Context: an optimization exercise on an open-source flow, tuned for small area. The choices shown serve that exercise and are no tape-out recipe.
No functional check of the RTL was part of this run.
Power and IR drop assume default switching activity.

$ cat constraint.sdc
create_clock -name core_clock -period 15.0 [get_ports {clk}]
set_input_delay 3.0000 -clock core_clock [delete_from_list [all_inputs] [get_ports {clk}]]
set_output_delay 3.0000 -clock core_clock [all_outputs]
set_load 0.01 [all_outputs]
$ cat run.sh
#!/bin/bash
# synth_recipe.tcl (not shown) runs the flow's synth.tcl, then flattens the netlist and writes it again
# the make line also repeats each setting of config.mk as NAME=value (left out here)
make -C /OpenROAD-flow-scripts/flow DESIGN_CONFIG=/design/flow/config.mk WORK_HOME=/design/flow/orfs CLKGATE_MAP_FILE= SYNTH_SCRIPT=/design/flow/synth_recipe.tcl finish
$ cat config.mk
export PLATFORM = sky130hd
export DESIGN_NAME = sensorimotor_rx
export DESIGN_NICKNAME = sensorimotor_rx
export VERILOG_FILES = /design/flow/design.v
export SDC_FILE = /design/flow/constraint.sdc
export NUM_CORES = 4
export LEC_CHECK = 0
export CAP_MARGIN = 20
export CORE_MARGIN = 2
export CORE_UTILIZATION = 40
export SLEW_MARGIN = 20
$ cat design.v
module sensorimotor_rx #(
    parameter [6:0]  DEFAULT_ID   = 7'd1,
    parameter [15:0] WDT_LIMIT    = 16'd300,
    parameter        RX_BUF_CAP   = 36,
    parameter        TX_BUF_CAP   = 14,
    parameter [15:0] T_PRE        = 16'd3,
    parameter [15:0] T_POST       = 16'd2,
    parameter [15:0] T_TRAIL      = 16'd1,
    parameter        PAGE_SIZE    = 32,
    parameter [15:0] APP_LIMIT    = 16'h0800,
    parameter [23:0] SIG_EXPECTED = 24'h1E950F
) (
    input  wire         clk,
    input  wire         rst,             
    input  wire         boot_strap,      
    input  wire [7:0]   nvm_id_in,
    input  wire [7:0]   nvm_cfg_in,
    input  wire         svc,
    input  wire         tb,
    input  wire         rx_valid,
    input  wire [7:0]   rx_data,
    output wire         rx_pop,
    output wire [7:0]   tx_data,
    output wire         tx_write,
    input  wire         tx_ready,
    input  wire         tx_complete,
    output reg          de,
    output reg          re,
    output wire         motor_enable,
    output wire         motor_disable,
    output wire         motor_set_power,
    output wire [7:0]   motor_power,
    output wire         motor_set_dir,
    output wire         motor_dir,
    output wire         motor_set_limit,
    output wire [7:0]   motor_limit,
    output wire [7:0]   cfg_flags,
    input  wire [15:0]  telem_pos,
    input  wire [15:0]  telem_cur,
    input  wire [15:0]  telem_vel,
    input  wire [15:0]  telem_vsup,
    input  wire [15:0]  telem_temp,
    input  wire [15:0]  sensor_x,
    input  wire [15:0]  sensor_y,
    input  wire [15:0]  sensor_z,
    output wire         sensor_restart,
    output wire         nvm_we,
    output wire         nvm_waddr,       
    output wire [7:0]   nvm_wdata,
    output wire                   flash_we,
    output wire [15:0]            flash_addr,
    output wire [8*PAGE_SIZE-1:0] flash_data,
    output wire                   timer_irq_mask,
    input  wire [23:0]            sig_in,
    output reg  [3:0]   phase,
    output reg  [7:0]   err_count,
    output reg  [2:0]   last_cause,
    output reg          fatal,
    output reg  [1:0]   fatal_code,
    output reg  [6:0]   own_id,
    output reg          stopped,
    output reg          boot_handoff,
    output reg          sys_reset_req
);
    localparam [3:0] PH_SYNCING   = 4'd0,
                     PH_AWAITING  = 4'd1,
                     PH_GETADDR   = 4'd2,
                     PH_READING   = 4'd3,
                     PH_EATING    = 4'd4,
                     PH_VERIFYING = 4'd5,
                     PH_PENDING   = 4'd6,
                     PH_FINISHED  = 4'd7,
                     PH_ERROR     = 4'd8;
    localparam [2:0] TA_RX    = 3'd0,
                     TA_MUTE  = 3'd1,
                     TA_PRE   = 3'd2,
                     TA_TX    = 3'd3,
                     TA_DRAIN = 3'd4,
                     TA_POST  = 3'd5,
                     TA_REL   = 3'd6,
                     TA_TRAIL = 3'd7;
    localparam [2:0] CAUSE_BAD_CHECKSUM = 3'd1,
                     CAUSE_ADDR_RANGE   = 3'd2,
                     CAUSE_INACTIVITY   = 3'd3,
                     CAUSE_ID_RANGE     = 3'd4,
                     CAUSE_LEN_RANGE    = 3'd5;
    localparam [1:0] FATAL_UNKNOWN_OPCODE = 2'd1,
                     FATAL_ILLEGAL_STATE  = 2'd3;
    localparam [7:0] OP_REQDATA  = 8'hC0,
                     OP_SETV0    = 8'hB0,
                     OP_SETV1    = 8'hB1,
                     OP_PING     = 8'hE0,
                     OP_SETLIMIT = 8'hA0,
                     OP_SETID    = 8'h70,
                     OP_CONFIG   = 8'h50,
                     OP_SENSOR   = 8'h40,
                     OP_RAW      = 8'h55,
                     OP_PING_R   = 8'hE1,
                     OP_SETID_R  = 8'h71,
                     OP_DATA_R   = 8'h80,
                     OP_SENSOR_R = 8'h41,
                     OP_RAW_R    = 8'h56;
    localparam [7:0] CH_S = 8'h53, CH_I = 8'h49, CH_W = 8'h57, CH_R = 8'h52,
                     CH_Y = 8'h59, CH_N = 8'h4E;
    reg         variant;             
    reg         half_synced;
    reg  [7:0]  opcode;
    reg  [7:0]  addr;
    reg  [8:0]  count;
    reg  [8:0]  expected;
    reg  [8:0]  eat;
    reg         eat_dyn;
    reg  [7:0]  acc;
    reg  [15:0] wdt;
    reg  [7:0]  cfg;
    reg         handoff_pending;
    reg         reset_pending;
    reg  [15:0] cursor;
    reg  [2:0]  ta_state;
    reg  [15:0] ta_timer;
    reg  [8:0]  ta_idx;
    reg  [8:0]  tx_len;
    reg  [7:0]  tx_chk;
    reg  [7:0]  rxbuf [0:RX_BUF_CAP-1];
    reg  [7:0]  txbuf [2:TX_BUF_CAP-1];    
    function is_cmd_rt(input [7:0] op);
        is_cmd_rt = (op == OP_REQDATA) || (op == OP_SETV0) || (op == OP_SETV1) ||
                    (op == OP_PING) || (op == OP_SETLIMIT) || (op == OP_SETID) ||
                    (op == OP_CONFIG) || (op == OP_SENSOR) || (op == OP_RAW);
    endfunction
    function is_rsp(input [7:0] op);
        is_rsp = (op == OP_PING_R) || (op == OP_SETID_R) || (op == OP_DATA_R) ||
                 (op == OP_SENSOR_R) || (op == OP_RAW_R);
    endfunction
    function [8:0] plen(input [7:0] op);
        case (op)
            OP_REQDATA, OP_PING: plen = 9'd0;
            default:             plen = 9'd1;
        endcase
    endfunction
    function [8:0] eat_resp(input [7:0] op);
        case (op)
            OP_DATA_R:   eat_resp = 9'd11;
            OP_SENSOR_R: eat_resp = 9'd7;
            default:     eat_resp = 9'd1;
        endcase
    endfunction
    wire rx_step   = svc && !rst && !fatal && !stopped;
    wire ta_step   = tb && !rst && !fatal;
    wire consuming = (phase <= PH_VERIFYING);
    assign rx_pop = rx_step && consuming && rx_valid;
    wire [7:0] b  = rx_data;
    wire cmd_known = variant ? (opcode == OP_RAW) : is_cmd_rt(opcode);
    wire known_b   = (variant ? (b == OP_RAW) : is_cmd_rt(b)) || is_rsp(b);
    wire [7:0] acc_b = acc + b;
    wire [8:0] count_nx    = count + 9'd1;
    wire [8:0] len_expect  = {1'b0, b} + 9'd2;
    wire       len_check   = (opcode == OP_RAW) && (count_nx == 9'd1);
    wire       len_bad     = len_check && (len_expect > RX_BUF_CAP);
    wire [8:0] expected_nx = len_check ? len_expect : expected;
    wire [15:0] wdt_nx = wdt + 16'd1;
    reg [15:0] page_sum;
    integer k;
    always @(*) begin
        page_sum = 16'd0;
        for (k = 0; k < PAGE_SIZE; k = k + 1)
            page_sum = page_sum + {8'd0, rxbuf[4+k]};
    end
    wire [15:0] page_chk  = {rxbuf[3], rxbuf[2]};
    wire        w_len_ok  = (rxbuf[0] == PAGE_SIZE + 2);
    wire        w_sum_ok  = (page_sum == page_chk);
    wire        w_room_ok = (cursor < APP_LIMIT);
    wire pend      = rx_step && (phase == PH_PENDING);
    wire pend_ok   = pend && cmd_known;
    wire rt        = !variant;
    wire raw_s     = (opcode == OP_RAW) && (rxbuf[1] == CH_S);
    wire d_reqdata = pend_ok && rt && (opcode == OP_REQDATA);
    wire d_setv    = pend_ok && rt && ((opcode == OP_SETV0) || (opcode == OP_SETV1));
    wire d_ping    = pend_ok && rt && (opcode == OP_PING);
    wire d_setlim  = pend_ok && rt && (opcode == OP_SETLIMIT);
    wire d_setid   = pend_ok && rt && (opcode == OP_SETID);
    wire d_config  = pend_ok && rt && (opcode == OP_CONFIG);
    wire d_sensor  = pend_ok && rt && (opcode == OP_SENSOR);
    wire d_hshake  = pend_ok && rt && raw_s;
    wire d_boot    = pend_ok && variant;
    wire b_write   = d_boot && (rxbuf[1] == CH_W) && w_len_ok && w_sum_ok && w_room_ok;
    reg  boot_ok;
    always @(*) begin
        case (rxbuf[1])
            CH_S:    boot_ok = 1'b1;
            CH_I:    boot_ok = (sig_in == SIG_EXPECTED);
            CH_W:    boot_ok = w_len_ok && w_sum_ok && w_room_ok;
            CH_R:    boot_ok = 1'b1;
            default: boot_ok = 1'b0;
        endcase
    end
    assign motor_enable    = d_setv;
    assign motor_disable   = d_reqdata || d_hshake;
    assign motor_set_power = d_reqdata || d_setv;
    assign motor_power     = d_setv ? rxbuf[0] : 8'd0;
    assign motor_set_dir   = d_setv;
    assign motor_dir       = opcode[0];
    assign motor_set_limit = d_setlim;
    assign motor_limit     = rxbuf[0];
    assign cfg_flags       = cfg;
    assign sensor_restart  = d_sensor;
    assign nvm_we    = d_setid || d_config;
    assign nvm_waddr = d_config;
    assign nvm_wdata = d_setid ? (8'h80 | rxbuf[0]) : rxbuf[0];
    assign flash_we       = b_write;
    assign flash_addr     = cursor;
    assign timer_irq_mask = b_write;
    genvar g;
    generate
        for (g = 0; g < PAGE_SIZE; g = g + 1) begin : g_page
            assign flash_data[8*g +: 8] = rxbuf[4+g];
        end
    endgenerate
    reg [7:0] tx_sum;
    integer j;
    always @(*) begin
        tx_sum = 8'hFE;                          
        for (j = 2; j < TX_BUF_CAP; j = j + 1)
            if (j < tx_len) tx_sum = tx_sum + txbuf[j];
    end
    wire tx_fire = ta_step && (ta_state == TA_TX) && tx_ready;
    assign tx_write = tx_fire;
    assign tx_data  = (ta_idx < 9'd2)   ? 8'hFF :
                      (ta_idx < tx_len) ? txbuf[ta_idx] : tx_chk;
    wire flush_go = rx_step && (phase == PH_FINISHED) && (ta_state == TA_RX) && (tx_len > 9'd2);
    always @(posedge clk) begin
        if (rst) begin
            variant         <= boot_strap;
            phase           <= PH_SYNCING;
            half_synced     <= 1'b0;
            opcode          <= 8'h00;
            addr            <= 8'h00;
            count           <= 9'd0;
            expected        <= 9'd0;
            eat             <= 9'd0;
            eat_dyn         <= 1'b0;
            acc             <= 8'h00;
            wdt             <= 16'd0;
            err_count       <= 8'd0;
            last_cause      <= 3'd0;
            fatal           <= 1'b0;
            fatal_code      <= 2'd0;
            own_id          <= nvm_id_in[7] ? nvm_id_in[6:0] : DEFAULT_ID;
            cfg             <= nvm_cfg_in;
            handoff_pending <= 1'b0;
            reset_pending   <= 1'b0;
            stopped         <= 1'b0;
            boot_handoff    <= 1'b0;
            sys_reset_req   <= 1'b0;
            cursor          <= 16'd0;
        end else if (rx_step) begin
            if (consuming) begin
                if (!rx_valid) begin
                    if (phase != PH_SYNCING) begin
                        wdt <= wdt_nx;
                        if (wdt_nx == WDT_LIMIT) begin
                            phase      <= PH_ERROR;
                            last_cause <= CAUSE_INACTIVITY;
                        end
                    end
                end else begin
                    wdt <= 16'd0;
                    case (phase)
                        PH_SYNCING: begin
                            if (b == 8'hFF) begin
                                acc <= acc_b;
                                if (half_synced) begin
                                    half_synced <= 1'b0;
                                    phase       <= PH_AWAITING;
                                end else begin
                                    half_synced <= 1'b1;
                                end
                            end else begin
                                half_synced <= 1'b0;
                                phase       <= PH_FINISHED;
                            end
                        end
                        PH_AWAITING: begin
                            opcode <= b;
                            if (known_b) begin
                                acc   <= acc_b;
                                phase <= PH_GETADDR;
                            end else begin
                                phase <= PH_FINISHED;
                            end
                        end
                        PH_GETADDR: begin
                            addr <= b;
                            if (is_rsp(opcode)) begin
                                acc     <= acc_b;
                                eat     <= eat_resp(opcode);
                                eat_dyn <= 1'b0;
                                phase   <= PH_EATING;
                            end else if (b[7]) begin
                                phase      <= PH_ERROR;
                                last_cause <= CAUSE_ADDR_RANGE;
                            end else if (b[6:0] == own_id) begin
                                acc <= acc_b;
                                if (plen(opcode) == 9'd0) begin
                                    phase <= PH_VERIFYING;
                                end else begin
                                    count    <= 9'd0;
                                    expected <= plen(opcode);
                                    phase    <= PH_READING;
                                end
                            end else begin
                                if (opcode == OP_RAW) begin
                                    eat     <= 9'd1;
                                    eat_dyn <= 1'b1;
                                end else begin
                                    eat     <= plen(opcode) + 9'd1;
                                    eat_dyn <= 1'b0;
                                end
                                phase <= PH_EATING;
                            end
                        end
                        PH_READING: begin
                            count <= count_nx;
                            acc   <= acc_b;
                            if (len_bad) begin
                                phase      <= PH_ERROR;
                                last_cause <= CAUSE_LEN_RANGE;
                            end else begin
                                expected <= expected_nx;
                                if (count_nx == expected_nx)
                                    phase <= PH_VERIFYING;
                            end
                        end
                        PH_EATING: begin
                            if (eat_dyn) begin
                                eat_dyn <= 1'b0;
                                eat     <= {1'b0, b} + 9'd2;
                            end else begin
                                eat <= eat - 9'd1;
                                if (eat == 9'd1)
                                    phase <= PH_FINISHED;
                            end
                        end
                        default: begin  
                            acc <= acc_b;
                            if (acc_b != 8'h00) begin
                                phase      <= PH_ERROR;
                                last_cause <= CAUSE_BAD_CHECKSUM;
                            end else if (!variant && (opcode == OP_SETID) && rxbuf[0][7]) begin
                                phase      <= PH_ERROR;
                                last_cause <= CAUSE_ID_RANGE;
                            end else begin
                                phase <= PH_PENDING;
                            end
                        end
                    endcase
                end
            end else begin
                case (phase)
                    PH_PENDING: begin
                        if (!cmd_known) begin
                            fatal      <= 1'b1;
                            fatal_code <= FATAL_UNKNOWN_OPCODE;
                        end else begin
                            if (d_setid)  own_id          <= rxbuf[0][6:0];
                            if (d_config) cfg             <= rxbuf[0];
                            if (d_hshake) handoff_pending <= 1'b1;
                            if (d_boot && (rxbuf[1] == CH_R)) reset_pending <= 1'b1;
                            if (b_write)  cursor          <= cursor + PAGE_SIZE;
                            phase <= PH_FINISHED;
                        end
                    end
                    PH_FINISHED: begin
                        if (ta_state == TA_RX && tx_len == 9'd2) begin
                            acc         <= 8'h00;
                            count       <= 9'd0;
                            expected    <= 9'd0;
                            eat         <= 9'd0;
                            eat_dyn     <= 1'b0;
                            opcode      <= 8'h00;
                            addr        <= 8'h00;
                            half_synced <= 1'b0;
                            wdt         <= 16'd0;
                            if (handoff_pending) begin
                                boot_handoff <= 1'b1;
                                stopped      <= 1'b1;
                            end
                            if (reset_pending) begin
                                sys_reset_req <= 1'b1;
                                stopped       <= 1'b1;
                            end
                            phase <= PH_SYNCING;
                        end
                    end
                    PH_ERROR: begin
                        if (err_count != 8'hFF)
                            err_count <= err_count + 8'd1;
                        phase <= PH_FINISHED;
                    end
                    default: begin
                        fatal      <= 1'b1;
                        fatal_code <= FATAL_ILLEGAL_STATE;
                    end
                endcase
            end
        end
    end
    always @(posedge clk) begin
        if (rx_step && consuming && rx_valid && phase == PH_READING)
            rxbuf[count[5:0]] <= b;
    end
    wire        q_data   = d_reqdata || d_setv;
    wire        q_two    = d_ping || d_setid || d_hshake;
    wire [6:0]  resp_id  = d_setid ? rxbuf[0][6:0] : own_id;
    always @(posedge clk) begin
        if (q_data) begin
            txbuf[2]  <= OP_DATA_R;
            txbuf[3]  <= {1'b0, resp_id};
            txbuf[4]  <= telem_pos[15:8];
            txbuf[5]  <= telem_pos[7:0];
            txbuf[6]  <= telem_cur[15:8];
            txbuf[7]  <= telem_cur[7:0];
            txbuf[8]  <= telem_vel[15:8];
            txbuf[9]  <= telem_vel[7:0];
            txbuf[10] <= telem_vsup[15:8];
            txbuf[11] <= telem_vsup[7:0];
            txbuf[12] <= telem_temp[15:8];
            txbuf[13] <= telem_temp[7:0];
        end else if (d_sensor) begin
            txbuf[2]  <= OP_SENSOR_R;
            txbuf[3]  <= {1'b0, resp_id};
            txbuf[4]  <= sensor_x[15:8];
            txbuf[5]  <= sensor_x[7:0];
            txbuf[6]  <= sensor_y[15:8];
            txbuf[7]  <= sensor_y[7:0];
            txbuf[8]  <= sensor_z[15:8];
            txbuf[9]  <= sensor_z[7:0];
        end else if (q_two) begin
            txbuf[2]  <= d_ping ? OP_PING_R : d_setid ? OP_SETID_R : OP_RAW_R;
            txbuf[3]  <= {1'b0, resp_id};
        end else if (d_boot) begin
            txbuf[2]  <= boot_ok ? CH_Y : CH_N;
        end
    end
    wire fatal_now = rx_step && (((phase == PH_PENDING) && !cmd_known) || (phase > PH_ERROR));
    always @(posedge clk) begin
        if (rst) begin
            ta_state <= TA_RX;
            ta_timer <= 16'd0;
            ta_idx   <= 9'd0;
            tx_len   <= 9'd2;
            tx_chk   <= 8'h00;
            de       <= 1'b0;
            re       <= 1'b1;
        end else if (fatal_now) begin
            ta_state <= TA_RX;
            de       <= 1'b0;
            re       <= 1'b1;
        end else begin
            if (q_data)
                tx_len <= 9'd14;
            else if (d_sensor)
                tx_len <= 9'd10;
            else if (q_two)
                tx_len <= 9'd4;
            else if (d_boot)
                tx_len <= 9'd3;
            else if (rx_step && phase == PH_ERROR)
                tx_len <= 9'd2;
            if (flush_go) begin
                tx_chk   <= 8'h00 - tx_sum;
                ta_idx   <= 9'd0;
                ta_state <= TA_MUTE;
            end
            if (ta_step) begin
                case (ta_state)
                    TA_RX: ;
                    TA_MUTE: begin
                        re       <= 1'b0;
                        ta_timer <= T_PRE;
                        ta_state <= TA_PRE;
                    end
                    TA_PRE: begin
                        de <= 1'b1;
                        if (ta_timer == 16'd0) ta_state <= TA_TX;
                        else                   ta_timer <= ta_timer - 16'd1;
                    end
                    TA_TX: begin
                        if (tx_ready) begin
                            ta_idx <= ta_idx + 9'd1;
                            if (ta_idx + 9'd1 == tx_len + 9'd1)
                                ta_state <= TA_DRAIN;
                        end
                    end
                    TA_DRAIN: begin
                        if (tx_complete) begin
                            ta_timer <= T_POST;
                            ta_state <= TA_POST;
                        end
                    end
                    TA_POST: begin
                        if (ta_timer == 16'd0) ta_state <= TA_REL;
                        else                   ta_timer <= ta_timer - 16'd1;
                    end
                    TA_REL: begin
                        de       <= 1'b0;
                        ta_timer <= T_TRAIL;
                        ta_state <= TA_TRAIL;
                    end
                    TA_TRAIL: begin
                        re <= 1'b1;
                        if (ta_timer == 16'd0) begin
                            tx_len   <= 9'd2;
                            ta_idx   <= 9'd0;
                            ta_state <= TA_RX;
                        end else begin
                            ta_timer <= ta_timer - 16'd1;
                        end
                    end
                endcase
            end
        end
    end
endmodule
==> metrics.cfg <==
[global_route]
grt_pass1_wl_mm=178
met2_usage_pct=43.7
gr-usage-met3_pct=6.00
grt_pass1_vias=27100
grt_overflow=0
grt_max_degree=65
antenna_found_initial=3
grtUsageMet1_pct=35.0
grt_most_used_layer=met2
grt_util_all_layers_pct=26.7

[min_path]
holdCritStartpoint=expected[2]
hold_path_end=expected[2]
min_path_type=reg2reg
whs_path_depth=2

[critical_path]
reg2reg_setup_slack_ps=1000
path_buf_inv=2
path_class=reg2reg
setup.worst_path.end_class=register
cp.arrival_ps=14520
startpoint_type=register
critPathRequiredTime_ps=15520
reg2reg_from=tx_len[5]
r2r_end=tx_chk[7]
slowest_delay_ps=590
cp_max_fo=9
critPathTopFamily=adder cells
cpMostUsedCell=ha_1
r2r_cells=63
critPathSlowestCell=or3_1

[clock_tree]
ctsHoldBuffers=0
numCtsBuffers=66
cts-resized-gates=0
cts_setup_buffers=0
clock-root-buffer=clkbuf_16
cts_tree=yes
clockBufferDepth=3
cts_sinks=539
htreeDepth=3
path_clk_slew_ps=60
clock_latency_ps=630

[finish]
multiInputGateArea_sq_mm=0.0185
syn_to_final_growth_pct=24.6
drive_gt1_share_pct=6.89
nNetsFinal=4307
final_util_pct=50.1
fill_cells=7848
ff_latch_area_sq_mm=0.0147

[sta]
skew_ps=27.9
setup_violations=0
max_freq_mhz=71.4
final.period_utilization_pct=93.3
relSlewSlack_pct=27.3
tns_ps=0
hold_violations=0
grt_setup_unrepaired=false
slew_viol_final=0
worst_pin_slew_ps=1090
period_minus_slack_ps=14000

[yosys]
synthCells=3235
async_reset_ff_share_pct=0
synth_seq_cells=539
yosys-top-cells-area=edfxtp_1 34%, fa_1 14%, dfxtp_1 8.5%
ys_seq_area_share_pct=42.2
synth-edff-count=391
syn_avg_cell_area_sq_um=10.8
ys_types=97
synth_largest_area_cell=edfxtp_1
synth_ff_type=edfxtp_1
yosysTopAreaCellShare_pct=33.7
yosysWarnings=18
synth.cell_area_sq_mm=0.0348

[power_and_ir_drop]
ir_worst_vdd_mv=0.0706
power.density_mw_per_mm2=77.7
p_leak_uw=0.0162

[floorplanning]
ioPinCount=539
dieArea_sq_mm=0.0895
die_width_microns=299
rows=108
die_h_microns=299
core_area_sq_mm=0.0866
initial_utilization_pct=40.2

[route]
drtAntennaViolNets=0
drtIter0Drc=2577
drt-total-wl_mm=121
wl_per_cell_microns=24.5
drc_errors=0
via_per_inst=5.55
vias=27400
first_pass_iters=5

[placement]
place_hpwl_mm=93.8
port_buffers=533
gp_congestion=0.951

[job]
maxCapViolCount=0

[run_status]
status=finished clean

==> logic make-up (layout without fill, tap and decap cells) <==
kind of cell | after synthesis | in the layout | synth area share (%)
XOR/XNOR | 160 | 160 | 4.10
AO/OA/AOI/OAI | 644 | 644 | 12.1
multiplexers | 106 | 106 | 3.32
adder cells (fa/ha/maj) | 396 | 396 | 19.5
AND/OR/NAND/NOR | 968 | 968 | 14.0
other | 1 | 7 | 0.0108
buffers and inverters | 421 | 958 | 4.81
flip-flops | 539 | 539 | 42.2
==> synthesized netlist by cell type (all sizes together) (54+ instances only) <==
cell type and instances:
clkbuf 108, a21oi 185, ha 150, edfxtp 391, inv 271, nand3 99
dfxtp 148, mux2 65, o21ai 136, nor3 80, nor2 255, xor2 54
xnor2 104, nand2 228, fa 246
==> layout make-up <==
cell class / count / share of cell area (%)
clock buffers: 82 / 4.11
clock inverters: 35 / 0.930
diodes: 2 / 0.0115
well taps: 1155 / 3.33
repair buffers: 568 / 12.8
multi-input cells: 2279 / 42.6
inverters: 273 / 2.36
flip-flops and latches: 539 / 33.9
==> sequential cells by signal, indices dropped and copies added, names as in the netlist, 4 cells and up <==
name and count:
rxbuf 288, txbuf 94, ta_timer 16, wdt 16
cursor 11, count 9, eat 9, expected 9
ta_idx 9, tx_len 9, acc 8, cfg 8
err_count 8, opcode 8, tx_chk 8, own_id 7
phase 4
==> per-layer routing <==
metal / wire length, microns / part of all wire (%) / vias to the layer above
met2: 57200 / 47 / 1181
met4: 4180 / 3.5 / 2
li1: - / - / 12500
met5: 7 / 0.0058 / -
met1: 49400 / 41 / 13500
met3: 9900 / 8.2 / 204
==> tightest hold or removal path, stage by stage (launching register included) <==
cell and delay, ps:
dfxtp_1 310, nand2_1 50, a21oi_1 50
==> how the worst max path moves through the flow <==
stage                     startpoint   endpoint  slack [ps]  cells after the start
final                      tx_len[5]  tx_chk[7]        1000                     63
after floorplan            tx_len[5]  tx_chk[7]        2670                     63
after detailed placement   tx_len[5]  tx_chk[7]         990                     61
after CTS                  tx_len[5]  tx_chk[7]         920                     61
after global routing       tx_len[5]  tx_chk[7]          40                     63
after global placement     tx_len[5]  tx_chk[7]        1270                     62
==> layout by cell type, fill, tap and decap left out, types with 27 or more instances in the layout <==
cell and n:
clkdlybuf4s50_1 524, edfxtp_1 391, inv_1 270, nor2_1 253, fa_1 246, nand2_1 227
a21oi_1 184, ha_1 150, dfxtp_1 148, o21ai_0 129, xnor2_1 104, nand3_1 99
nor3_1 72, clkbuf_16 68, mux2_2 64, xor2_1 54, and3_1 40, mux2i_1 40
and2_1 39, a31oi_1 39, or3_1 38, a21o_1 36, buf_4 36, a22oi_1 32
nor4_1 30, nor2b_1 30, o21a_1 27, o211ai_1 27
==> stage by stage <==
stage                     hold slack, ps  instance area [sq um]  setup slack (ps)  std cells  total power, uW
after floorplan                      428                  34900              2670       3239             1680
after global placement               438                  41200              1270       4811             1780
after detailed placement             444                  41200               987       4811             1780
after CTS                            451                  43400               924       4928             3410
after global routing                 462                  43400              42.3       4931             3470
final                                450                  43400               998       4933             3380
==> power by group <==
group          internal (uW)  leakage, uW  switching (uW)
Combinational           68.4       0.0104            71.3
Sequential              1600      0.00472            6.66
Clock                    943      0.00107             687

## separate check: timing with driven ports
The results above use ideal ports. As a check the final layout listed here was re-extracted and re-timed, cells and wires unchanged. Step 1 (the two cells are an assumption about what drives the block):
set clk [get_ports {clk}]
set_driving_cell -lib_cell sky130_fd_sc_hd__clkbuf_16 $clk
set_driving_cell -lib_cell sky130_fd_sc_hd__buf_2 [delete_from_list [all_inputs] $clk]
Step 2 also shifts input and output timing later by t, the mid clock arrival at the registers, as if the neighbouring blocks saw the same clock. Slacks: ideal ports / drivers / drivers and shift; pairs: ideal ports / drivers.
shift t [ns]: 0.691
slack for setup (ns): 0.998 / 0.998 / 0.998
latest minus earliest clock arrival (ns): 0.031 / 0.030
After both steps setup and hold are still met in this run. For this run, drivers alone change the setup slack by 0.000 ns; drivers and shift together by 0.000 ns.
